Source: an optimization exercise on an open RTL-to-GDS flow (aim: a short achievable clock period and few clock cycles). Production flows keep margins and buffers that such runs may drop.
Function was checked by simulation only, so behaviour that the tests miss may differ from the original.
No activity file was given, so power comes from the tool's default toggle rates.

## flow/design.v (module list and top-level ports; edited modules follow where they fit)
// module lima_vm_imul: 27 lines
// module lima_vm_idiv: 73 lines
// module lima_vm_fpu: 251 lines
// module lima_vm_csa32s: 3855 lines
// module lima_vm_csa24u: 2127 lines
// module lima_vm: 680 lines
module lima_vm (
    input  wire        clk,
    input  wire        rst,           
    input  wire [15:0] entry,         
    output reg         mem_valid,
    output reg         mem_we,
    output reg  [15:0] mem_addr,
    output reg  [31:0] mem_wdata,
    input  wire        mem_ready,
    input  wire [31:0] mem_rdata,
    output wire        in_req,
    output wire        in_float,
    input  wire        in_valid,
    input  wire        in_fail,
    input  wire [31:0] in_data,
    output wire        out_valid,
    output wire        out_float,
    output wire [31:0] out_data,
    input  wire        out_ready,
    output wire        halted,
    output wire [2:0]  err_code,
    output wire [15:0] ip,
    output wire [3:0]  flags,         
    output wire [31:0] r0,
    output wire [31:0] r1
);
  // ...
==> flow/run.sh <==
#!/bin/bash
# synth_recipe.tcl (not shown) runs the flow's synth.tcl, then flattens the netlist and writes it again
# the make line also repeats each setting of config.mk as NAME=value (left out here)
make -C /OpenROAD-flow-scripts/flow DESIGN_CONFIG=/design/flow/config.mk WORK_HOME=/design/flow/orfs CLKGATE_MAP_FILE= SYNTH_SCRIPT=/design/flow/synth_recipe.tcl finish
==> flow/config.mk <==
export PLATFORM = sky130hd
export DESIGN_NAME = lima_vm
export DESIGN_NICKNAME = lima_vm
export VERILOG_FILES = /design/flow/design.v
export SDC_FILE = /design/flow/constraint.sdc
export NUM_CORES = 4
export LEC_CHECK = 0
export ABC_CLOCK_PERIOD_IN_PS = 5000
export CAP_MARGIN = 20
export CORE_MARGIN = 2
export CORE_UTILIZATION = 30
export PLACE_DENSITY = 0.55
export SLEW_MARGIN = 20
==> flow/constraint.sdc <==
create_clock -name core_clock -period 22.0 [get_ports {clk}]
set_input_delay 4.4000 -clock core_clock [delete_from_list [all_inputs] [get_ports {clk}]]
set_output_delay 4.4000 -clock core_clock [all_outputs]
set_load 0.01 [all_outputs]
==> run summary, run 1 <==
crit path DAT=9.68 ns; Fin Clk Skew=0.140 ns; GR Util met1=34.3%; status=complete, no violations; GRT overflow=0; largest family of logic cells by synthesized area=adder cells; Setup Total Neg Slack=0 ns; Lkg Pwr=87.9 nW; Critical Path Sink=pw_data[22]; via count=166,000; fraction of area in multi-input gates=57.9%; P_int=10.3 mW; Top Usage Layer GRT=met2; Placed Area=203,000 um2; Tightest Hold Check Type=register to register; Synth Register Bits=2,064; Top delay family on crit path=simple AND/OR/NAND/NOR gates; crit start category=register; Synth Area in Simple Gates=16.2%; setup slack at placement=13.21 ns; I/O Buffers=259; syn_area_per_cell=8.91 um2; top flop regs=s_res: 126 flops, fb: 64 flops, s_addr: 64 flops; DRC=0; Top-Level Pins=260; Fill cells=64,800; sequential share of the synthesized area=28.5%; setup bufs post-CTS=0; max reg flops=126; Buf/Inv on CP=4; Clk pwr share=23.5%; crit path max fanout=38; Worst path most repeated cell=buf_4; CTS buffer count=237; fin nets=23,700; CTS H-tree depth=4; critical path, cell by cell=inv_1, ha_1, nand2_1, nor3_1, nor3_1, a2111oi_1, o21a_1, nor3_2, buf_4, nor2_1, nand4_1, and4b_1, mux2i_1, nand4_1, o31ai_1, a31oi_1, o31ai_4, buf_4, nor4_4, buf_4, mux2_2; worst r2r src=ex_op[0]; Fin. Hold Viols=0; Setup Crit Path Kind=register to register; max incr delay on CP=0.98 ns; Top FF cell, synth=edfxtp_1
Testbench counts, summed over its fixed seeds: cycles 135,603.
==> module lima_vm, before the edit <==
module lima_vm (
    input  wire        clk,
    input  wire        rst,           
    input  wire [15:0] entry,         
    output reg         mem_valid,
    output reg         mem_we,
    output reg  [15:0] mem_addr,
    output reg  [31:0] mem_wdata,
    input  wire        mem_ready,
    input  wire [31:0] mem_rdata,
    output wire        in_req,
    output wire        in_float,
    input  wire        in_valid,
    input  wire        in_fail,
    input  wire [31:0] in_data,
    output wire        out_valid,
    output wire        out_float,
    output wire [31:0] out_data,
    input  wire        out_ready,
    output wire        halted,
    output wire [2:0]  err_code,
    output wire [15:0] ip,
    output wire [3:0]  flags,         
    output wire [31:0] r0,
    output wire [31:0] r1
);
    localparam [2:0] E_OOB = 3'd1, E_OPC = 3'd3, E_REG = 3'd4, E_DIV = 3'd5, E_IO = 3'd6;
    localparam [7:0] OP_IADD = 8'h01, OP_ISUB = 8'h02, OP_IMUL = 8'h03, OP_IDIV = 8'h04,
                     OP_IIN  = 8'h11, OP_IOUT = 8'h12,
                     OP_ADDR = 8'h14, OP_SUBR = 8'h15, OP_MOVR = 8'h16,
                     OP_RADD = 8'h21, OP_RSUB = 8'h22, OP_RMUL = 8'h23, OP_RDIV = 8'h24,
                     OP_RIN  = 8'h31, OP_ROUT = 8'h32,
                     OP_JZ   = 8'h41, OP_JG   = 8'h42, OP_JL   = 8'h43,
                     OP_LOAD = 8'h44, OP_STORE = 8'h45;
    localparam [2:0] K_ERR = 3'd0, K_M2 = 3'd1, K_LOAD = 3'd2, K_STORE = 3'd3,
                     K_RR = 3'd4, K_IN = 3'd5, K_OUT = 3'd6;
    localparam [3:0] X_IDLE = 4'd0, X_RD1 = 4'd1, X_RD2 = 4'd2, X_EX = 4'd3, X_IN2 = 4'd4,
                     X_PW = 4'd5, X_LD = 4'd6, X_ORD = 4'd7, X_IN = 4'd9,
                     X_ST = 4'd10, X_RR = 4'd11, X_ERR = 4'd12, X_HALT = 4'd13;
    localparam [1:0] P_FETCH = 2'd1, P_XRD = 2'd2, P_WR = 2'd3;
    function ovl;
        input [15:0] a, b;
        reg   [15:0] d;
        begin
            d   = a - b;
            ovl = (d <= 16'd3) || (d >= 16'hFFFD);
        end
    endfunction
    reg [31:0] x0, x1;
    reg        fs, fv, fz, fc;
    reg        err;
    reg [2:0]  err_q;
    reg [15:0] ip_q;
    assign halted   = err;
    assign err_code = err_q;
    assign ip       = ip_q;
    assign flags    = {fs, fv, fz, fc};
    assign r0       = x0;
    assign r1       = x1;
    reg  [1:0]  p_tag;
    wire        stall      = mem_valid & !mem_ready;
    wire        fetch_done = mem_valid & (p_tag == P_FETCH);
    wire        xrd_done   = mem_valid & (p_tag == P_XRD);
    reg         pw_valid, pw1_valid;
    reg  [15:0] pw_addr, pw1_addr;
    reg  [31:0] pw_data, pw1_data;
    reg  [7:0]  fb [0:7];
    reg  [3:0]  fcnt;
    reg  [15:0] dip;           
    reg  [16:0] fnext;         
    reg         f_realign;     
    reg         f_stale;       
    wire [31:0] ir  = {fb[3], fb[2], fb[1], fb[0]};
    wire [7:0]  opc = ir[31:24];
    wire [1:0]  bb  = ir[23:22];
    wire [11:0] a1  = ir[21:10];
    wire [9:0]  a2  = ir[9:0];
    wire [2:0]  ri  = a1[2:0];
    wire [2:0]  si  = a2[2:0];
    wire d_m2   = (opc == OP_IADD) || (opc == OP_ISUB) || (opc == OP_IMUL) || (opc == OP_IDIV) ||
                  (opc == OP_RADD) || (opc == OP_RSUB) || (opc == OP_RMUL) || (opc == OP_RDIV);
    wire d_in   = (opc == OP_IIN)  || (opc == OP_RIN);
    wire d_out  = (opc == OP_IOUT) || (opc == OP_ROUT);
    wire d_jmp  = (opc == OP_JZ)   || (opc == OP_JG)   || (opc == OP_JL);
    wire d_rr   = (opc == OP_ADDR) || (opc == OP_SUBR) || (opc == OP_MOVR);
    wire d_load = (opc == OP_LOAD);
    wire d_stor = (opc == OP_STORE);
    wire d_legal = d_m2 || d_in || d_out || d_jmp || d_rr || d_load || d_stor;
    wire [31:0] d_xr = ri[0] ? x1 : x0;
    wire        r_bad = ri[2:1] != 2'b00;
    wire        s_bad = si[2:1] != 2'b00;
    reg  [15:0] d_ea1, d_ea2;
    always @* begin
        case (bb)
            2'b00: begin d_ea1 = {4'd0, a1};            d_ea2 = {6'd0, a2};            end
            2'b01: begin d_ea1 = {4'd0, a1} + x0[15:0]; d_ea2 = {6'd0, a2} + x0[15:0]; end
            2'b10: begin d_ea1 = d_xr[15:0];            d_ea2 = d_xr[15:0];            end
            default: begin d_ea1 = {4'd0, a1} + d_xr[15:0]; d_ea2 = {6'd0, a2} + d_xr[15:0]; end
        endcase
    end
    wire d_ea_bad = bb[1] && r_bad;
    wire d_oob1 = d_ea1 > 16'hFFFC;
    wire d_oob2 = d_ea2 > 16'hFFFC;
    wire fw_zero = !(fs || fv || fz || fc);
    wire d_taken = (opc == OP_JZ) ? fw_zero :
                   (opc == OP_JG) ? (!fs && (fv || fz || fc)) :
                                    fs;
    reg         pk_valid;
    reg         pq_valid;
    reg  [2:0]  pq_kind;
    reg  [2:0]  pq_code;
    reg  [15:0] pq_ip;
    reg  [7:0]  pq_op;
    reg  [15:0] pq_ea1, pq_ea2;
    reg         pq_d, pq_s;
    reg  [2:0]  pk_kind;
    reg  [2:0]  pk_code;
    reg  [15:0] pk_ip;
    reg  [7:0]  pk_op;
    reg  [15:0] pk_ea1, pk_ea2;
    reg         pk_d, pk_s;
    reg         dec_stop;
    reg         x_take;         
    reg  [3:0]  xs;
    reg  [2:0]  x_kind;
    reg  [7:0]  x_op;
    reg  [15:0] x_ip;
    reg  [15:0] ea1, ea2;
    reg         x_d, x_s;
    reg  [2:0]  x_code;
    reg  [31:0] w1, w2;
    reg  [31:0] res;
    reg         rs_, rv_, rz_, rc_, r_setf;
    reg         in_fail_q;
    reg  [31:0] in_data_q;
    reg         out_pend, out_fl;
    reg  [31:0] out_q;
    reg  [3:0]  s_busy, s_hold, s_nofl;
    reg  [15:0] s_addr [0:3];
    reg  [31:0] s_res  [0:3];
    reg  [3:0]  s_fs, s_fv, s_fz;
    reg  [3:0]  s_older [0:3];       
    reg         yf_v;                
    reg  [1:0]  yf_slot;
    wire        bk_busy = |s_busy;
    reg         ex_v;
    reg  [7:0]  ex_op;
    reg  [15:0] ex_ip, ex_addr;
    reg  [31:0] ex_a, ex_b;
    wire x_busy    = (xs != X_IDLE);
    wire x_xwriter = x_busy && (x_kind == K_LOAD || x_kind == K_RR);
    wire x_fwriter = (x_busy && (x_kind == K_M2 || x_kind == K_RR)) || ex_v || yf_v;
    wire d_uses_x  = (bb != 2'b00) && (d_m2 || d_in || d_out || d_jmp);
    wire d_fetch_oob = dip > 16'hFFFC;
    wire d_have    = (fcnt >= 4'd4) || d_fetch_oob;
    wire halting   = (xs == X_ERR) || (xs == X_HALT);
    wire pk_xw     = (pk_valid && (pk_kind == K_LOAD || pk_kind == K_RR)) ||
                     (pq_valid && (pq_kind == K_LOAD || pq_kind == K_RR));
    wire pk_fw     = (pk_valid && (pk_kind == K_M2 || pk_kind == K_RR)) ||
                     (pq_valid && (pq_kind == K_M2 || pq_kind == K_RR));
    wire dec_fire  = !dec_stop && !pq_valid && !halting && d_have &&
                     !(d_uses_x && (x_xwriter || pk_xw)) &&
                     !(d_jmp && !d_fetch_oob && (x_fwriter || pk_fw));
    reg        d_err;
    reg [2:0]  d_code;
    reg [2:0]  d_kind;
    reg        d_redirect;      
    reg        d_nopk;          
    reg        d_writes;        
    reg [15:0] d_wa;
    always @* begin
        d_err = 1'b0; d_code = E_OPC; d_kind = K_ERR; d_redirect = 1'b0; d_nopk = 1'b0;
        d_writes = 1'b0; d_wa = {4'd0, a1};
        if (d_fetch_oob) begin
            d_err = 1'b1; d_code = E_OOB;
        end else if (!d_legal) begin
            d_err = 1'b1; d_code = E_OPC;
        end else if (d_m2) begin
            d_kind = K_M2; d_writes = 1'b1; d_wa = d_ea1;
            if (d_ea_bad)              begin d_err = 1'b1; d_code = E_REG; end
            else if (d_oob1 || d_oob2) begin d_err = 1'b1; d_code = E_OOB; end
        end else if (d_out) begin
            d_kind = K_OUT;
            if (d_ea_bad)    begin d_err = 1'b1; d_code = E_REG; end
            else if (d_oob1) begin d_err = 1'b1; d_code = E_OOB; end
        end else if (d_in) begin
            d_kind = K_IN; d_writes = 1'b1; d_wa = d_ea1;
            if (d_ea_bad) begin d_err = 1'b1; d_code = E_REG; end
        end else if (d_jmp) begin
            d_nopk = 1'b1;
            if (d_taken) begin
                if (d_ea_bad) begin d_err = 1'b1; d_code = E_REG; d_nopk = 1'b0; end
                else d_redirect = 1'b1;
            end
        end else if (d_load) begin
            d_kind = K_LOAD;
            if (r_bad) begin d_err = 1'b1; d_code = E_REG; end
        end else if (d_stor) begin
            d_kind = K_STORE; d_writes = 1'b1; d_wa = {4'd0, a1};
            if (s_bad) begin d_err = 1'b1; d_code = E_REG; end
        end else begin
            d_kind = K_RR;
            if (r_bad || s_bad) begin d_err = 1'b1; d_code = E_REG; end
        end
        if (d_err) begin d_kind = K_ERR; d_writes = 1'b0; end
    end
    wire [11:0] dipb    = dip[15:4];
    wire [11:0] dipb_p1 = dipb + 12'd1;
    wire [11:0] dipb_m1 = dipb - 12'd1;
    wire        d_near  = (d_wa[15:4] == dipb) || (d_wa[15:4] == dipb_p1) || (d_wa[15:4] == dipb_m1);
    wire        d_flush = d_writes && d_near;
    wire        is_sub_op = (x_op == OP_SUBR);
    wire [31:0] xr_x = x_d ? x1 : x0;
    wire [31:0] xs_x = x_s ? x1 : x0;
    wire [31:0] ia = xr_x;
    wire [31:0] ib = xs_x;
    wire [31:0] isum  = ia + ib;
    wire [31:0] idiff = ia - ib;
    wire [31:0] ires  = is_sub_op ? idiff : isum;
    wire        add_v = (!ia[31] && ia != 0 && !ib[31] && ib != 0 && isum[31]) ||
                        (ia[31] && ib[31] && !isum[31] && isum != 0);
    wire        sub_v = (!ia[31] && ia != 0 && ib[31] && idiff[31]) ||
                        (ia[31] && !ib[31] && ib != 0 && !idiff[31] && idiff != 0);
    wire        sub_c = ia < ib;
    wire        iv    = is_sub_op ? sub_v : add_v;
    wire        ic    = is_sub_op ? sub_c : isum[31];
    wire        e_sub   = (ex_op == OP_ISUB);
    wire [31:0] esum    = ex_a + ex_b;
    wire [31:0] ediff   = ex_a - ex_b;
    wire [31:0] eres    = e_sub ? ediff : esum;
    wire        e_add_v = (!ex_a[31] && ex_a != 0 && !ex_b[31] && ex_b != 0 && esum[31]) ||
                          (ex_a[31] && ex_b[31] && !esum[31] && esum != 0);
    wire        e_sub_v = (!ex_a[31] && ex_a != 0 && ex_b[31] && ediff[31]) ||
                          (ex_a[31] && !ex_b[31] && ex_b != 0 && !ediff[31] && ediff != 0);
    wire        e_v     = e_sub ? e_sub_v : e_add_v;
    wire        e_c     = e_sub ? (ex_a < ex_b) : esum[31];
    wire        mul_done, div_done, fpu0_done, fpu1_done;
    wire [3:0]  u_done = {fpu1_done, fpu0_done, div_done, mul_done};
    wire        ex_single = (ex_op == OP_IADD) || (ex_op == OP_ISUB);
    wire        ex_mayfail = (ex_op == OP_IDIV) || (ex_op == OP_RDIV);
    wire        ex_zdiv  = (ex_op == OP_IDIV && ex_b == 32'd0) ||
                           (ex_op == OP_RDIV && ex_b[30:0] == 31'd0);
    wire        ex_fault = ex_v && ex_zdiv;
    wire        pw_slot  = !pw1_valid;   
    wire [3:0]  s_rdy    = s_busy & (s_hold | u_done);
    wire [3:0]  s_commit = !pw_slot ? 4'd0 :
                           s_rdy[0] ? 4'b0001 : s_rdy[1] ? 4'b0010 :
                           s_rdy[2] ? 4'b0100 : s_rdy[3] ? 4'b1000 : 4'b0000;
    wire        bk_pw    = |s_commit;
    wire [1:0]  c_slot   = s_commit[1] ? 2'd1 : s_commit[2] ? 2'd2 : s_commit[3] ? 2'd3 : 2'd0;
    wire [3:0]  s_free   = ~s_busy | s_commit;
    wire [1:0]  ex_slot  = (ex_op == OP_IMUL) ? 2'd0 : (ex_op == OP_IDIV) ? 2'd1 :
                           s_free[2] ? 2'd2 : 2'd3;
    wire        ex_pw    = ex_v && ex_single && pw_slot && !bk_pw;
    wire        ex_go    = ex_v && !ex_single && !ex_zdiv && s_free[ex_slot];
    wire        ex_free  = !ex_v || ex_pw || ex_go;
    wire [3:0]  s_start  = ex_go ? (4'b0001 << ex_slot) : 4'b0000;
    wire [3:0]  u_start  = stall ? 4'b0000 : s_start;    
    wire        ex_start = ex_go;
    wire        mul_ovf;
    wire [31:0] mul_res;
    lima_vm_imul u_imul (
        .clk(clk), .rst(rst), .start(u_start[0]),
        .a(ex_a), .b(ex_b), .done(mul_done), .res(mul_res), .ovf(mul_ovf)
    );
    wire [31:0] div_q;
    lima_vm_idiv u_idiv (
        .clk(clk), .rst(rst), .start(u_start[1]),
        .a(ex_a), .b(ex_b), .done(div_done), .q(div_q)
    );
    wire [31:0] fpu0_res, fpu1_res;
    wire        fpu0_s, fpu0_z, fpu1_s, fpu1_z;
    lima_vm_fpu u_fpu0 (
        .clk(clk), .rst(rst), .start(u_start[2]),
        .op(ex_op[1:0] - 2'd1), .a(ex_a), .b(ex_b), .done(fpu0_done), .res(fpu0_res),
        .fl_s(fpu0_s), .fl_z(fpu0_z)
    );
    lima_vm_fpu u_fpu1 (
        .clk(clk), .rst(rst), .start(u_start[3]),
        .op(ex_op[1:0] - 2'd1), .a(ex_a), .b(ex_b), .done(fpu1_done), .res(fpu1_res),
        .fl_s(fpu1_s), .fl_z(fpu1_z)
    );
    wire [31:0] u_res [0:3];
    assign u_res[0] = mul_res;
    assign u_res[1] = div_q;
    assign u_res[2] = fpu0_res;
    assign u_res[3] = fpu1_res;
    wire [3:0]  u_s = {fpu1_s, fpu0_s, div_q[31], mul_res[31]};
    wire [3:0]  u_z = {fpu1_z, fpu0_z, div_q == 32'd0, mul_res == 32'd0};
    wire [3:0]  u_v = {3'b000, mul_ovf};
    wire [31:0] c_res = s_hold[c_slot] ? s_res[c_slot] : u_res[c_slot];
    wire        c_fs  = s_hold[c_slot] ? s_fs[c_slot]  : u_s[c_slot];
    wire        c_fv  = s_hold[c_slot] ? s_fv[c_slot]  : u_v[c_slot];
    wire        c_fz  = s_hold[c_slot] ? s_fz[c_slot]  : u_z[c_slot];
    wire        x_hand = (ex_free && !ex_fault) &&
                         ((xs == X_RD2 && xrd_done) || xs == X_EX);
    wire        e_busy_n = x_hand || ex_v;      
    wire        e_fail_n = x_hand ? ((x_op == OP_IDIV) || (x_op == OP_RDIV)) : (ex_v && ex_mayfail);
    wire        bk_busy_n = e_busy_n || bk_busy || ex_go;
    wire        pk_ov1 = (x_hand && ovl(pk_ea1, ea1)) || (ex_v && ovl(pk_ea1, ex_addr)) ||
                         (s_busy[0] && ovl(pk_ea1, s_addr[0])) || (s_busy[1] && ovl(pk_ea1, s_addr[1])) ||
                         (s_busy[2] && ovl(pk_ea1, s_addr[2])) || (s_busy[3] && ovl(pk_ea1, s_addr[3]));
    wire        pk_ov2 = (x_hand && ovl(pk_ea2, ea1)) || (ex_v && ovl(pk_ea2, ex_addr)) ||
                         (s_busy[0] && ovl(pk_ea2, s_addr[0])) || (s_busy[1] && ovl(pk_ea2, s_addr[1])) ||
                         (s_busy[2] && ovl(pk_ea2, s_addr[2])) || (s_busy[3] && ovl(pk_ea2, s_addr[3]));
    wire        pk_ok_bk = (pk_kind == K_ERR) ||
                           ((pk_kind == K_RR) ? !e_busy_n :
                            (!pk_ov1 && !(pk_kind == K_M2 && pk_ov2) &&
                             !(e_fail_n && pk_kind != K_M2)));
    reg  [3:0]  xs_n;
    reg         pw_make;        
    reg  [31:0] pw_mdata;
    reg  [15:0] pw_maddr;
    reg         f_set;          
    reg         nfs, nfv, nfz, nfc;
    reg         to_pw;          
    reg  [31:0] to_res;
    reg         x_fail;
    reg  [2:0]  x_fcode;
    reg         x_fin;
    always @* begin
        xs_n = xs; x_take = 1'b0; pw_make = 1'b0; pw_mdata = res; pw_maddr = ea1;
        f_set = 1'b0; nfs = eres[31]; nfv = e_v; nfz = (eres == 32'd0); nfc = e_c;
        to_pw = 1'b0; to_res = res; x_fail = 1'b0; x_fcode = E_DIV; x_fin = 1'b0;
        case (xs)
            X_IDLE: x_fin = 1'b1;
            X_RD1: if (xrd_done) xs_n = X_RD2;
            X_RD2: if (xrd_done) begin
                       if (x_hand) x_fin = 1'b1;
                       else        xs_n = X_EX;
                   end
            X_EX:  if (x_hand) x_fin = 1'b1;
            X_PW: begin
                if (pw_slot && !bk_pw && !ex_pw) begin
                    pw_make = 1'b1; pw_mdata = res; x_fin = 1'b1;
                end
            end
            X_ST: begin
                if (pw_slot && !bk_pw && !ex_pw) begin
                    pw_make = 1'b1; pw_mdata = xs_x; x_fin = 1'b1;
                end
            end
            X_LD:  if (xrd_done) x_fin = 1'b1;
            X_ORD: if (xrd_done) x_fin = 1'b1;
            X_IN:  if (in_valid) xs_n = X_IN2;
            X_IN2: begin
                if (in_fail_q) begin
                    x_fail = 1'b1; x_fcode = E_IO;
                end else if (ea1 > 16'hFFFC) begin
                    x_fail = 1'b1; x_fcode = E_OOB;
                end else if (pw_slot && !bk_pw && !ex_pw) begin
                    pw_make = 1'b1; pw_mdata = in_data_q; x_fin = 1'b1;
                end else begin
                    to_pw = 1'b1; to_res = in_data_q; xs_n = X_PW;
                end
            end
            X_RR: x_fin = 1'b1;
            X_ERR: if (!pw_valid && !mem_valid && !bk_busy && !ex_v && !out_pend) xs_n = X_HALT;
            default: xs_n = X_HALT;
        endcase
        if (x_fail) xs_n = X_ERR;
        if (bk_pw) begin
            pw_make = 1'b1; pw_maddr = s_addr[c_slot];
            pw_mdata = c_res;
        end else if (ex_pw) begin
            pw_make = 1'b1; pw_maddr = ex_addr;
            pw_mdata = eres; f_set = 1'b1;
        end
        if (x_fin && !ex_fault) begin
            xs_n = X_IDLE;
            if (pk_valid && (!bk_busy_n || pk_ok_bk) && !(pk_kind == K_OUT && (out_pend || xs == X_ORD))) begin
                x_take = 1'b1;
                case (pk_kind)
                    K_ERR:   xs_n = X_ERR;
                    K_M2:    xs_n = X_RD1;
                    K_LOAD:  xs_n = X_LD;
                    K_STORE: xs_n = X_ST;
                    K_RR:    xs_n = X_RR;
                    K_IN:    xs_n = X_IN;
                    default: xs_n = X_ORD;
                endcase
            end
        end
        if (ex_fault) xs_n = X_ERR;
    end
    reg         x_rd_n;
    reg  [15:0] x_addr_n;
    reg         x_wait_pw;
    wire        ov_pk1_pw = (pw_valid && ovl(pk_ea1, pw_addr)) || (pw1_valid && ovl(pk_ea1, pw1_addr));
    wire        ov_e1_pw  = (pw_valid && ovl(ea1, pw_addr))    || (pw1_valid && ovl(ea1, pw1_addr));
    wire        ov_e2_pw  = (pw_valid && ovl(ea2, pw_addr))    || (pw1_valid && ovl(ea2, pw1_addr));
    wire        ov_pk1_e1 = ovl(pk_ea1, ea1);
    wire        ov_e2_e1  = ovl(ea2, ea1);
    always @* begin
        x_rd_n = 1'b0; x_addr_n = ea1; x_wait_pw = 1'b0;
        if (x_take) begin
            x_rd_n   = (pk_kind == K_M2) || (pk_kind == K_LOAD) || (pk_kind == K_OUT);
            x_addr_n = pk_ea1;
            x_wait_pw = (pw_valid && ov_pk1_pw) ||
                        (pw_make && !bk_pw && !ex_pw && ov_pk1_e1);
        end else if ((xs == X_RD1 && xrd_done) || (xs == X_RD2 && !xrd_done)) begin
            x_rd_n   = 1'b1;
            x_addr_n = ea2;
            x_wait_pw = (pw_valid && ov_e2_pw) ||
                        (pw_make && !bk_pw && !ex_pw && ov_e2_e1);
        end else if ((xs == X_RD1 || xs == X_LD || xs == X_ORD) && !xrd_done) begin
            x_rd_n   = 1'b1;
            x_addr_n = ea1;
            x_wait_pw = (pw_valid && ov_e1_pw) || pw_make;
        end
    end
    wire        x_wr_pend = x_busy && !halting && (x_kind == K_M2 || x_kind == K_STORE || x_kind == K_IN);
    wire        f_realign_n = (fnext > 17'hFFFC);
    wire [15:0] fa  = f_realign_n ? dip : fnext[15:0];
    wire        f_blk = (pw_valid && ovl(fa, pw_addr)) || (pw1_valid && ovl(fa, pw1_addr)) ||
                        (s_busy[0] && ovl(fa, s_addr[0])) || (s_busy[1] && ovl(fa, s_addr[1])) ||
                        (s_busy[2] && ovl(fa, s_addr[2])) || (s_busy[3] && ovl(fa, s_addr[3])) ||
                        (x_wr_pend && ovl(fa, ea1)) || (ex_v && ovl(fa, ex_addr)) ||
                        (pq_valid && (pq_kind == K_M2 || pq_kind == K_STORE || pq_kind == K_IN) &&
                         ovl(fa, pq_ea1)) ||
                        (pk_valid && (pk_kind == K_M2 || pk_kind == K_STORE || pk_kind == K_IN) &&
                         ovl(fa, pk_ea1));
    wire        f_inflight = mem_valid && (p_tag == P_FETCH);
    wire        dec_flush  = dec_fire && (d_redirect || d_flush);
    wire        fetch_ok = !halting && !dec_stop && !f_inflight && !f_blk &&
                           (fcnt <= 4'd4) &&
                           (f_realign_n ? (fcnt < 4'd4 && !d_fetch_oob) : 1'b1);
    wire        w_need   = (|s_rdy) || (xs == X_PW) || (xs == X_ST) || (xs == X_IN) ||
                           (xs == X_IN2) || (xs == X_EX) || halting;
    reg [1:0]  np_tag;
    reg [15:0] np_addr;
    always @* begin
        np_tag = 2'd0; np_addr = pw_addr;
        if (x_rd_n) begin
            if (pw_valid && x_wait_pw) np_tag = P_WR;
            else if (!x_wait_pw) begin np_tag = P_XRD; np_addr = x_addr_n; end
        end else if (pw_valid && w_need) begin
            np_tag = P_WR;
        end else if (fetch_ok) begin
            np_tag = P_FETCH; np_addr = fa;
        end else if (pw_valid) begin
            np_tag = P_WR;
        end
    end
    assign in_req    = (xs == X_IN);
    assign in_float  = x_op[5];
    assign out_valid = out_pend;
    assign out_float = out_fl;
    assign out_data  = out_q;
    integer k;
    reg [3:0] fc1;
    always @(posedge clk) begin
        begin
            if (out_ready) out_pend <= 1'b0;
            if (stall) begin
                for (k = 0; k < 4; k = k + 1)
                    if (s_busy[k] && !s_hold[k] && u_done[k]) begin
                        s_hold[k] <= 1'b1;
                        s_res[k]  <= u_res[k];
                        s_fs[k] <= u_s[k]; s_fv[k] <= u_v[k]; s_fz[k] <= u_z[k];
                    end
                if (xs == X_IN && in_valid) begin
                    xs        <= X_IN2;
                    in_fail_q <= in_fail;
                    in_data_q <= in_data;
                end
            end else begin
                mem_valid <= (np_tag != 2'd0);
                mem_we    <= (np_tag == P_WR);
                mem_addr  <= np_addr;
                p_tag     <= np_tag;
                if (np_tag == P_WR) mem_wdata <= pw_data;
                if (np_tag == P_FETCH) begin
                    f_realign <= f_realign_n;
                    f_stale   <= dec_flush;
                end
                if (np_tag == P_WR) begin
                    pw_valid  <= pw1_valid | pw_make;
                    pw1_valid <= pw1_valid & pw_make;
                    if (pw1_valid) begin
                        pw_addr <= pw1_addr;
                        pw_data <= pw1_data;
                        if (pw_make) begin
                            pw1_addr <= pw_maddr;
                            pw1_data <= pw_mdata;
                        end
                    end else if (pw_make) begin
                        pw_addr <= pw_maddr;
                        pw_data <= pw_mdata;
                    end
                end else if (pw_make) begin
                    if (pw_valid) begin
                        pw1_valid <= 1'b1;
                        pw1_addr  <= pw_maddr;
                        pw1_data  <= pw_mdata;
                    end else begin
                        pw_valid <= 1'b1;
                        pw_addr  <= pw_maddr;
                        pw_data  <= pw_mdata;
                    end
                end
                fc1 = (dec_fire && fcnt != 4'd0) ? fcnt - 4'd1 : fcnt;
                if (dec_fire)
                    for (k = 0; k < 7; k = k + 1) fb[k] <= fb[k + 1];
                if (fetch_done && !f_stale) begin
                    if (f_realign) begin
                        fb[0] <= mem_rdata[7:0];   fb[1] <= mem_rdata[15:8];
                        fb[2] <= mem_rdata[23:16]; fb[3] <= mem_rdata[31:24];
                    end else begin
                        for (k = 0; k < 8; k = k + 1) begin
                            if (k == fc1)     fb[k] <= mem_rdata[7:0];
                            if (k == fc1 + 1) fb[k] <= mem_rdata[15:8];
                            if (k == fc1 + 2) fb[k] <= mem_rdata[23:16];
                            if (k == fc1 + 3) fb[k] <= mem_rdata[31:24];
                        end
                    end
                end
                if (dec_fire && d_err) begin
                    dec_stop <= 1'b1;
                end else if (dec_fire && d_redirect) begin
                    dip   <= d_ea1 + 16'd1;
                    fcnt  <= 4'd0;
                    fnext <= {1'b0, d_ea1} + 17'd1;
                end else if (dec_fire && d_flush) begin
                    dip   <= dip + 16'd1;
                    fcnt  <= 4'd0;
                    fnext <= {1'b0, dip} + 17'd1;
                end else begin
                    if (dec_fire) dip <= dip + 16'd1;
                    if (fetch_done && !f_stale) begin
                        fcnt  <= f_realign ? 4'd4 : fc1 + 4'd4;
                        fnext <= f_realign ? {1'b0, dip} + 17'd4 : fnext + 17'd4;
                    end else begin
                        fcnt <= fc1;
                    end
                end
                if (dec_fire && !d_nopk && (x_take || !pk_valid)) begin
                    pk_valid <= 1'b1;
                    pk_kind  <= d_kind;
                    pk_code  <= d_code;
                    pk_ip    <= dip;
                    pk_op    <= opc;
                    pk_ea1   <= d_load ? {6'd0, a2} : d_stor ? {4'd0, a1} : d_ea1;
                    pk_ea2   <= d_ea2;
                    pk_d     <= ri[0];
                    pk_s     <= si[0];
                end else if (x_take) begin
                    pk_valid <= pq_valid;
                    pk_kind  <= pq_kind;
                    pk_code  <= pq_code;
                    pk_ip    <= pq_ip;
                    pk_op    <= pq_op;
                    pk_ea1   <= pq_ea1;
                    pk_ea2   <= pq_ea2;
                    pk_d     <= pq_d;
                    pk_s     <= pq_s;
                end
                if (dec_fire && !d_nopk && !x_take && pk_valid) begin
                    pq_valid <= 1'b1;
                    pq_kind  <= d_kind;
                    pq_code  <= d_code;
                    pq_ip    <= dip;
                    pq_op    <= opc;
                    pq_ea1   <= d_load ? {6'd0, a2} : d_stor ? {4'd0, a1} : d_ea1;
                    pq_ea2   <= d_ea2;
                    pq_d     <= ri[0];
                    pq_s     <= si[0];
                end else if (x_take) begin
                    pq_valid <= 1'b0;
                end
                xs <= xs_n;
                for (k = 0; k < 4; k = k + 1) begin
                    if (!s_start[k]) s_older[k] <= s_older[k] & ~s_start;
                    if (s_start[k]) begin
                        s_busy[k]  <= 1'b1;
                        s_hold[k]  <= 1'b0;
                        s_nofl[k]  <= 1'b0;
                        s_addr[k]  <= ex_addr;
                        s_older[k] <= s_busy & ~s_commit;
                    end else if (s_commit[k]) begin
                        s_busy[k] <= 1'b0;
                        s_hold[k] <= 1'b0;
                    end else if (s_busy[k] && !s_hold[k] && u_done[k]) begin
                        s_hold[k] <= 1'b1;
                        s_res[k]  <= u_res[k];
                        s_fs[k] <= u_s[k]; s_fv[k] <= u_v[k]; s_fz[k] <= u_z[k];
                    end
                end
                if (x_take) begin
                    x_kind <= pk_kind;
                    x_op   <= pk_op;
                    x_ip   <= pk_ip;
                    ea1    <= pk_ea1;
                    ea2    <= pk_ea2;
                    x_d    <= pk_d;
                    x_s    <= pk_s;
                    x_code <= pk_code;
                end
                if (xs == X_RD1 && xrd_done) w1 <= mem_rdata;
                if (xs == X_RD2 && xrd_done) w2 <= mem_rdata;
                if (xs == X_ORD && xrd_done) begin
                    out_q    <= mem_rdata;
                    out_fl   <= x_op[5];
                    out_pend <= 1'b1;
                end
                if (xs == X_IN && in_valid) begin
                    in_fail_q <= in_fail;
                    in_data_q <= in_data;
                end
                if (xs == X_LD && xrd_done) begin
                    if (x_d) x1 <= mem_rdata; else x0 <= mem_rdata;
                end
                if (bk_pw && !s_nofl[c_slot]) begin
                    fs <= c_fs; fv <= c_fv; fz <= c_fz; fc <= 1'b0;
                end
                for (k = 0; k < 4; k = k + 1) begin
                    if (s_busy[k] && ((f_set || (xs == X_RR && x_op != OP_MOVR)) ||
                                      (bk_pw && s_older[c_slot][k])))
                        s_nofl[k] <= 1'b1;
                end
                if (ex_start) begin
                    yf_v <= 1'b1; yf_slot <= ex_slot;
                end else if (f_set || (xs == X_RR && x_op != OP_MOVR) ||
                             (bk_pw && yf_slot == c_slot)) begin
                    yf_v <= 1'b0;
                end
                if (xs == X_RR) begin
                    if (x_op == OP_MOVR) begin
                        if (x_d) x1 <= xs_x; else x0 <= xs_x;
                    end else begin
                        if (x_d) x1 <= ires; else x0 <= ires;
                        fs <= ires[31]; fz <= (ires == 32'd0); fc <= ic; fv <= iv;
                    end
                end
                if (f_set) begin
                    fs <= nfs; fv <= nfv; fz <= nfz; fc <= nfc;
                end
                if (to_pw) begin
                    res <= to_res;
                    rs_ <= nfs; rv_ <= nfv; rz_ <= nfz; rc_ <= nfc;
                    r_setf <= (x_kind == K_M2);
                end
                if (x_fail) x_code <= x_fcode;
                if (x_hand) begin
                    ex_v    <= 1'b1;
                    ex_op   <= x_op;
                    ex_ip   <= x_ip;
                    ex_addr <= ea1;
                    ex_a    <= w1;
                    ex_b    <= (xs == X_RD2) ? mem_rdata : w2;
                end else if (ex_pw || ex_go || ex_fault) begin
                    ex_v    <= 1'b0;
                end
                if (ex_fault) begin
                    x_code <= E_DIV;
                    x_ip   <= ex_ip;
                end
                if (xs == X_ERR && xs_n == X_HALT) begin
                    err   <= 1'b1;
                    err_q <= x_code;
                    ip_q  <= x_ip;
                end
            end
        end
        if (rst) begin
            x0 <= 32'd0; x1 <= 32'd0;
            fs <= 1'b0; fv <= 1'b0; fz <= 1'b0; fc <= 1'b0;
            err <= 1'b0; err_q <= 3'd0; ip_q <= entry;
            mem_valid <= 1'b0; mem_we <= 1'b0; p_tag <= 2'd0;
            pw_valid <= 1'b0; pw1_valid <= 1'b0;
            fcnt <= 4'd0; dip <= entry; fnext <= {1'b0, entry};
            f_realign <= 1'b0; f_stale <= 1'b0;
            pk_valid <= 1'b0; pq_valid <= 1'b0; dec_stop <= 1'b0;
            xs <= X_IDLE; x_kind <= K_ERR;
            s_busy <= 4'd0; s_hold <= 4'd0; s_nofl <= 4'd0; yf_v <= 1'b0;
            out_pend <= 1'b0;
            ex_v <= 1'b0;
        end
    end
endmodule
==> inputs of run 2 (changes only) <==
--- a/flow/design.v
+++ b/flow/design.v
@@ -6431,6 +6431,9 @@
             default: begin d_ea1 = {4'd0, a1} + d_xr[15:0]; d_ea2 = {6'd0, a2} + d_xr[15:0]; end
         endcase
     end
+    wire [15:0] d_base  = (bb == 2'b00) ? 16'd0 : (bb == 2'b01) ? x0[15:0] : d_xr[15:0];
+    wire [15:0] d_off   = (bb == 2'b10) ? 16'd0 : {4'd0, a1};
+    wire [15:0] d_ea1p  = d_off + d_base + 16'd1;
     wire d_ea_bad = bb[1] && r_bad;
     wire d_oob1 = d_ea1 > 16'hFFFC;
     wire d_oob2 = d_ea2 > 16'hFFFC;
@@ -6480,6 +6483,7 @@
     reg  [7:0]  ex_op;
     reg  [15:0] ex_ip, ex_addr;
     reg  [31:0] ex_a, ex_b;
+    reg         ex_zdiv;         
     wire x_busy    = (xs != X_IDLE);
     wire x_xwriter = x_busy && (x_kind == K_LOAD || x_kind == K_RR);
     wire x_fwriter = (x_busy && (x_kind == K_M2 || x_kind == K_RR)) || ex_v || yf_v;
@@ -6571,8 +6575,6 @@
     wire [3:0]  u_done = {fpu1_done, fpu0_done, div_done, mul_done};
     wire        ex_single = (ex_op == OP_IADD) || (ex_op == OP_ISUB);
     wire        ex_mayfail = (ex_op == OP_IDIV) || (ex_op == OP_RDIV);
-    wire        ex_zdiv  = (ex_op == OP_IDIV && ex_b == 32'd0) ||
-                           (ex_op == OP_RDIV && ex_b[30:0] == 31'd0);
     wire        ex_fault = ex_v && ex_zdiv;
     wire        pw_slot  = !pw1_valid;   
     wire [3:0]  s_rdy    = s_busy & (s_hold | u_done);
@@ -6625,6 +6627,7 @@
     wire        c_fs  = s_hold[c_slot] ? s_fs[c_slot]  : u_s[c_slot];
     wire        c_fv  = s_hold[c_slot] ? s_fv[c_slot]  : u_v[c_slot];
     wire        c_fz  = s_hold[c_slot] ? s_fz[c_slot]  : u_z[c_slot];
+    wire [31:0] h_b = (xs == X_RD2) ? mem_rdata : w2;
     wire        x_hand = (ex_free && !ex_fault) &&
                          ((xs == X_RD2 && xrd_done) || xs == X_EX);
     wire        e_busy_n = x_hand || ex_v;      
@@ -6851,9 +6854,9 @@
                 if (dec_fire && d_err) begin
                     dec_stop <= 1'b1;
                 end else if (dec_fire && d_redirect) begin
-                    dip   <= d_ea1 + 16'd1;
+                    dip   <= d_ea1p;
                     fcnt  <= 4'd0;
-                    fnext <= {1'b0, d_ea1} + 17'd1;
+                    fnext <= {(d_ea1p == 16'd0), d_ea1p};
                 end else if (dec_fire && d_flush) begin
                     dip   <= dip + 16'd1;
                     fcnt  <= 4'd0;
@@ -6980,7 +6983,9 @@
                     ex_ip   <= x_ip;
                     ex_addr <= ea1;
                     ex_a    <= w1;
-                    ex_b    <= (xs == X_RD2) ? mem_rdata : w2;
+                    ex_b    <= h_b;
+                    ex_zdiv <= (x_op == OP_IDIV && h_b == 32'd0) ||
+                               (x_op == OP_RDIV && h_b[30:0] == 31'd0);
                 end else if (ex_pw || ex_go || ex_fault) begin
                     ex_v    <= 1'b0;
                 end
==> run summary, run 2 <==
DRC=0 (unchanged); clk buf depth=4 (unchanged); Layout area overhead=11.5% (was 11.7%); # Max-Cap Violations=0 (unchanged); PD cells=76.7 nW/um2 (was 86.7 nW/um2); layout cells sized above 1=7.46% (was 7.23%); Die Ht=801 um (was 798 um); sequential share of the synthesized area=28.3% (was 28.5%); Tmin final=8.74 ns (was 9.02 ns); die width=801 um (was 798 um); First DRT Iteration DRCs=20,300 (was 19,500); Top-Level Pins=260 (unchanged); most frequent cells in the layout=2,407 x inv_1, 1,788 x nor2_1, 1,642 x nand2_1 (was 2,501 x inv_1, 1,713 x nor2_1, 1,647 x nand2_1); Final Non-Filler Cells=30,000 (was 29,800); YS warnings=8 (unchanged); Via density=5.67 (was 5.58); CTS sink count=2,066 (was 2,064); num rows=292 (was 291); CTS resizes=0 (unchanged); Final ANT Viol Nets=0 (unchanged); I/O Buffers=259 (unchanged); setup slack at placement=13.19 ns (was 13.21 ns); cell taking the most area after synthesis=edfxtp_1 (unchanged); final worst setup slack=13.26 ns (was 12.98 ns); wire per inst=28.1 um (was 27.4 um); placed cell count=29,500 (was 29,300); Final Cycle Share=39.7% (was 41.0%); Top FF cell, synth=edfxtp_1 (unchanged); Hold-fix buffers, CTS=0 (unchanged); post-layout util=33.6% (about the same); Synth Register Bits=2,066 (was 2,064); Setup Total Neg Slack=0 ns (unchanged); synth unique cells=114 (was 113); via count=170,000 (was 166,000); worst slew pin tran=1.22 ns (was 1.27 ns); first-pass GRT wire length=1190 mm (was 1160 mm); Lkg Pwr=87.7 nW (was 87.9 nW); Tot GR Track Use=25.2% (was 24.7%); worst endpoint required time=22.68 ns (was 22.67 ns); Tightest Hold Check Type=register to register (unchanged); largest net degree at the start of global routing=83 (was 106); post-synth top area share=19.9% (was 20.0%); crit path max fanout=42 (was 38); most common cell in the netlist=inv_1 (unchanged); crit path DAT=9.41 ns (was 9.68 ns); Initial Util=30.1% (about the same); crit start category=register (unchanged); global placer's final weighted congestion=1.01 (was 0.973); Post-Syn Area=190,000 um2 (was 189,000 um2); setup bufs post-CTS=0 (unchanged); Placed Area=204,000 um2 (was 203,000 um2); Fin Clk Skew=0.134 ns (was 0.140 ns); Most flops, register=s_res (unchanged); vias in the first global route=162,000 (was 159,000); Post-synth EDFFs=1,260 (was 1,259); Fin. Hold Viols=0 (unchanged); synth top area cells=edfxtp_1 20%, fa_1 13%, dfxtp_1 8.5% (unchanged); leading post-synthesis cells by instance count=2,412 x inv_1, 1,802 x nor2_1, 1,643 x nand2_1, 1,359 x a21oi_1, 1,260 x edfxtp_1 (was 2,506 x inv_1, 1,720 x nor2_1, 1,650 x nand2_1, 1,416 x a21oi_1, 1,259 x edfxtp_1); ys async rst share=0% (unchanged); worst rel slew slack=18.1% (was 14.6%); status=complete, no violations (unchanged); Setup Crit Path Kind=register to register (unchanged); commonest non-fill, non-tap cell in the layout=inv_1 (unchanged); setup violators final=0 (unchanged); Hold WS=0.356 ns (was 0.341 ns); CTS tree=done (unchanged); final wirelength=845 mm (was 817 mm); GRT overflow=0 (unchanged); Mapped Nets=23,900 (was 23,700); Clk Latency, worst-skew pair=1.07 ns (was 1.04 ns); fin nets=23,900 (was 23,700); CTS buffer count=242 (was 237); full die area=641,000 um2 (was 637,000 um2); Max Slew Vio Count=0 (unchanged); initial antenna violation count=86 (was 83); CORE AREA=632,000 um2 (was 628,000 um2); max reg flops=126 (unchanged); Final HPWL DP=637 mm (was 614 mm); router iterations before antenna repair=14 (was 7); Design Area, Final=212,000 um2 (was 211,000 um2); Fmax=0.114 GHz (was 0.111 GHz); Root Buffer=clkbuf_16 (unchanged); Final Power=16.3 mW (was 18.3 mW); nature of the critical path endpoint=register (unchanged); worst vdd ir=0.0000713 V (was 0.0000821 V); Synth Instances=21,400 (was 21,200); syn_area_per_cell=8.89 um2 (was 8.91 um2); top flop regs=s_res: 126 flops, fb: 64 flops, s_addr: 64 flops (unchanged); clk slew on worst S/H paths=0.06 ns (was 0.07 ns); CTS H-tree depth=4 (unchanged); RSZ-0062 raised after global routing=no (unchanged)
## run 2: cell count changes after synthesis, sizes merged, moves of 50 or more
| cell | change |
|---|---|
| a211oi | +154 |
| xnor2 | -92 |
| mux2i | -101 |
| xor2 | +77 |
| o21ai | +50 |
| nor2 | +83 |
| a21oi | -54 |
| o21a | +78 |
| inv | -100 |
## run 2: worst paths after layout
check	startpoint	endpoint	slack, ns	depth (start not counted)
max	pw1_valid	pw_data[19]	13.26	21
min	u_fpu1.s1_sign	u_fpu1.s2_sign	0.36	0
max reg2reg	pw1_valid	pw_data[19]	13.26	21
min reg2reg	u_fpu1.s1_sign	u_fpu1.s2_sign	0.36	0
## run 2: kinds of logic (layout without fill, tap and decap cells)
group	Yosys count	count (layout)	synth area share (%)
fa+ha+maj	2387	2387	20.4
flops	2066	2066	28.3
compound gates	5029	5029	17.1
other cells	0	42	0
mux	941	941	5.66
xor+xnor	1084	1084	4.99
simple gates	6442	6442	16.5
buf+inv	3481	3661	6.95
## run 2: cell type report
class	count	area (um2)
Clock inverter	152	1720
Timing Repair Buffer	761	6370
Antenna cell	42	105
Fill cell	65300	420000
Inverter	2441	9170
Sequential cell	2066	54000
Clock buffer	307	6710
Tap cell	8379	10500
Multi-Input combinational cell	15900	124000
## run 2: routing by layer
| metal | track usage, % | up-vias | share of wire, % |
|---|---|---|---|
| met4 | 14.7 | 42 | 7.0 |
| met2 | 38.9 | 8882 | 43 |
| met5 | 0 | - | 0.041 |
| met3 | 5.61 | 2064 | 9.6 |
| li1 | - | 75300 | - |
| met1 | 32.5 | 83900 | 40 |
## run 2: worst max-delay path, stage by stage (launching register included)
cell and delay (ns):
dfxtp_1 0.30, buf_4 0.22, inv_1 0.39, nand3_1 0.32
o21ai_1 0.54, inv_1 0.18, nand3_1 0.16, o221ai_1 0.16
buf_4 0.27, a31oi_1 0.84, nor4_1 0.15, nor4_1 0.77
and3_1 0.33, nand3_1 0.11, nor3_1 0.84, o21ai_4 0.10
buf_4 0.31, o2bb2ai_1 0.26, and3_1 0.54, nand3b_1 0.45
a21oi_4 0.59, buf_4 0.55
## run 2: power by group
group          leakage (nW)  internal [mW]  switching [mW]
clock                  4.10           2.47            1.89
combinational          65.3           2.42            4.45
sequential             18.3           4.61           0.464
Testbench counts of run 2, summed over its fixed seeds: cycles 135,603.
==> inputs of run 3 (changes only) <==
--- a/flow/config.mk
+++ b/flow/config.mk
@@ -8,6 +8,6 @@
 export ABC_CLOCK_PERIOD_IN_PS = 5000
 export CAP_MARGIN = 20
 export CORE_MARGIN = 2
-export CORE_UTILIZATION = 30
-export PLACE_DENSITY = 0.55
+export CORE_UTILIZATION = 40
+export PLACE_DENSITY = 0.62
 export SLEW_MARGIN = 20
==> run summary, run 3 <==
Post-synth EDFFs=1,260 (unchanged); mux cell area share after synthesis=5.66% (unchanged); Top-Level Pins=260 (unchanged); Max Slew Vio Count=0 (unchanged); fin nets=23,900 (about the same); die width=694 um (was 801 um); RSZ-0062 raised after global routing=no (unchanged); initial antenna violation count=131 (was 86); Top FF cell, synth=edfxtp_1 (unchanged); Mapped Nets=23,900 (unchanged); largest family of logic cells by synthesized area=adder cells (unchanged); leading post-synthesis cells by instance count=2,412 x inv_1, 1,802 x nor2_1, 1,643 x nand2_1, 1,359 x a21oi_1, 1,260 x edfxtp_1 (unchanged); crit path max fanout=37 (was 42); crit path DAT=9.31 ns (was 9.41 ns); top flop regs=s_res: 126 flops, fb: 64 flops, s_addr: 64 flops (unchanged); sequential share of the synthesized area=28.3% (unchanged); Post-Syn Area=190,000 um2 (unchanged); largest net degree at the start of global routing=84 (was 83); PD cells=78.1 nW/um2 (was 76.7 nW/um2); Fin. Hold Viols=0 (unchanged); synth top area cells=edfxtp_1 20%, fa_1 13%, dfxtp_1 8.5% (unchanged); Final Cycle Share=39.6% (was 39.7%); ys async rst share=0% (unchanged); CTS sink count=2,066 (unchanged); status=complete, no violations (unchanged); YS warnings=8 (unchanged); I/O Buffers=259 (unchanged); P_int=9.46 mW (was 9.50 mW); synth unique cells=114 (unchanged); syn_area_per_cell=8.89 um2 (unchanged); layout cells sized above 1=7.48% (was 7.46%); num rows=253 (was 292); CTS H-tree depth=4 (unchanged); Synth Register Bits=2,066 (unchanged); Most flops, register=s_res (unchanged); xor and xnor area share after synthesis=4.99% (unchanged); Reg2Reg Setup Slack=13.30 ns (was 13.26 ns); Hold-fix buffers, CTS=0 (unchanged); Setup Crit Path Kind=register to register (unchanged); clk buf depth=4 (unchanged); DRC=0 (unchanged); worst rel slew slack=11.9% (was 18.1%); Root Buffer=clkbuf_16 (unchanged); global placer's final weighted congestion=1.04 (was 1.01); Final HPWL DP=634 mm (was 637 mm); CTS buffer count=243 (was 242); worst endpoint required time=22.61 ns (was 22.68 ns); most common cell in the netlist=inv_1 (unchanged); Compound-Gate Fraction of Synth Area=17.1% (unchanged); Layout area overhead=10.2% (was 11.5%); Tot GR Track Use=33.7% (was 25.2%); Setup Total Neg Slack=0 ns (unchanged); Lkg Pwr=87.7 nW (about the same); Clk pwr share=26.0% (was 26.7%); clk slew on worst S/H paths=0.07 ns (was 0.06 ns); Fill cells=46,300 (was 65,300); CTS tree=done (unchanged); Tightest Hold Check Type=register to register (unchanged); most frequent cells in the layout=2,404 x inv_1, 1,788 x nor2_1, 1,642 x nand2_1 (was 2,407 x inv_1, 1,788 x nor2_1, 1,642 x nand2_1); worst vdd ir=0.0000888 V (was 0.0000713 V); post-synth top area share=19.9% (unchanged); CTS resizes=0 (unchanged); Die Ht=694 um (was 801 um); nature of the critical path endpoint=register (unchanged); setup violators final=0 (unchanged); worst slew pin tran=1.31 ns (was 1.22 ns); wire per inst=30.0 um (was 28.1 um); CORE AREA=475,000 um2 (was 632,000 um2); placed cell count=27,400 (was 29,500); router iterations before antenna repair=10 (was 14); Final ANT Viol Nets=0 (unchanged); First DRT Iteration DRCs=22,000 (was 20,300); Switching Share=42.3% (was 41.7%); Clk Latency, worst-skew pair=1.04 ns (was 1.07 ns); GRT overflow=0 (unchanged); setup bufs post-CTS=0 (unchanged); Synth Instances=21,400 (unchanged); # Max-Cap Violations=0 (unchanged); final wirelength=839 mm (was 845 mm); full die area=482,000 um2 (was 641,000 um2); Comb pwr share=42.9% (was 42.1%); cell taking the most area after synthesis=edfxtp_1 (unchanged); first-pass GRT wire length=1180 mm (was 1190 mm); Via density=6.12 (was 5.67); max reg flops=126 (unchanged); Fin Clk Skew=0.102 ns (was 0.134 ns); vias in the first global route=163,000 (was 162,000); commonest non-fill, non-tap cell in the layout=inv_1 (unchanged); Synth Area in Simple Gates=16.5% (unchanged); Initial Util=40.1% (was 30.1%); Net Sw Power=6.93 mW (was 6.80 mW); Adder-Cell Fraction of Synth Area=20.4% (unchanged); Tmin final=8.70 ns (was 8.74 ns); via count=171,000 (was 170,000); Fmax=0.115 GHz (was 0.114 GHz); crit start category=register (unchanged); register share of total power=31.2% (was 31.1%); Final Non-Filler Cells=28,000 (was 30,000)
## run 3: cell types whose count changed in the layout (fill, tap and decap cells not counted), sizes merged
cell           previous run  this run
bufinv                   25        16
clkbuf                  309       332
clkdlybuf4s50           251       258
clkinv                  113        96
inv                    2437      2439
diode                    42        88
clkinvlp                 18        10
buf                     508       518
## run 3: worst paths after layout
| path | end | startpoint | depth (start not counted) |
|---|---|---|---|
| worst max register to register | pw_data[9] | fnext[11] | 24 |
| worst min-delay path | u_fpu1.s2_sign | u_fpu1.s1_sign | 0 |
| worst min register to register | u_fpu1.s2_sign | u_fpu1.s1_sign | 0 |
| worst max-delay path | pw_data[9] | fnext[11] | 24 |
## run 3: power by group through the flow
stage                     Combinational [mW]  Sequential, mW  Clock [mW]
after floorplan                         4.39            4.92           0
after global placement                  6.78            5.16           0
after detailed placement                6.77            5.16           0
after CTS                               6.81            5.08        4.30
after global routing                    7.48            5.12        4.43
final                                   7.03            5.11        4.26
## run 3: stage by stage
stage          area, um2  hold slack [ns]  setup slack [ns]  total power [mW]  utilization [%]
6_report          210000            0.329             13.30              16.4             44.2
3_3_place_gp      201000            0.316             13.44              11.9             42.4
2_1_floorplan     190000            0.310             12.17              9.30                -
5_1_grt           210000            0.331             13.00              17.0             44.2
3_5_place_dp      201000            0.319             13.58              11.9             42.4
4_1_cts           210000            0.329             13.49              16.2             44.2
## run 3: final cells by class
class | instances | area (um2) | area share (%)
antenna | 88 | 220 | 0.105
clock buffer | 332 | 6940 | 3.31
clock inverter | 120 | 1310 | 0.626
inverter | 2441 | 9170 | 4.37
multi-input combinational | 15900 | 124000 | 59.0
sequential | 2066 | 54000 | 25.7
tap | 6247 | 7820 | 3.73
timing repair buffer | 776 | 6560 | 3.13
## run 3: logic make-up (layout without fill, tap and decap cells)
logic type | Yosys count | in the layout
mux | 941 | 941
xor+xnor | 1084 | 1084
simple gates | 6442 | 6442
flops | 2066 | 2066
other cells | 0 | 88
compound gates | 5029 | 5029
buf+inv | 3481 | 3669
fa+ha+maj | 2387 | 2387
## run 3: critical path, stage by stage (launching register included)
cell and delay, ns:
edfxtp_1 0.44, nand3_1 0.14, nor3_1 0.08, a21oi_2 0.54, buf_4 0.35, nor2_1 0.07
a21oi_1 0.40, inv_1 0.10, buf_4 0.34, fa_1 0.53, a211oi_1 0.36, o21ai_0 0.20
a21o_1 0.21, a221o_1 0.36, xnor2_1 0.16, or4_1 0.48, nor4bb_1 0.25, or4b_1 0.45
a21oi_1 0.79, nor4_1 0.13, o21a_1 0.17, and3_1 0.31, nand3b_1 0.35, a21oi_4 0.46
buf_4 0.52
## run 3: routing by layer
metal | up-vias | global-route usage [%] | share of wire, %
met1 | 83600 | 44.0 | 39
li1 | 75400 | - | -
met5 | - | 0 | 0.043
met4 | 54 | 19.5 | 7.0
met3 | 2190 | 9.34 | 12
met2 | 9866 | 49.9 | 42

re-timing with driven ports:
The flow's constraints put no driver on any port. The routed layouts listed below were extracted and timed again, unchanged, in two steps.
Step 1 assumes that a clkbuf_16 drives the clock port and a buf_2 every other input.
Step 2 moves the port delays by t, midway between the first and last clock arrival at a register: inputs arrive t later, outputs are due t later. That takes back most of the time a late clock gives input paths.
a / b / c = no drivers / after step 1 / after step 2; a / b = the first two.
| run | shift t [ns] | setup slack, ns | hold slack, ns | pins driven straight from the clock port |
|---|---|---|---|---|
| run 1 | 1.088 | 12.985 / 12.985 / 12.985 | 0.341 / 0.341 / 0.341 | 1 |
| run 2 | 1.120 | 13.263 / 13.263 / 13.263 | 0.356 / 0.356 / 0.356 | 1 |
| run 3 | 1.098 | 13.296 / 13.296 / 13.296 | 0.329 / 0.329 / 0.329 | 1 |
After both steps setup and hold are still met in every run listed.
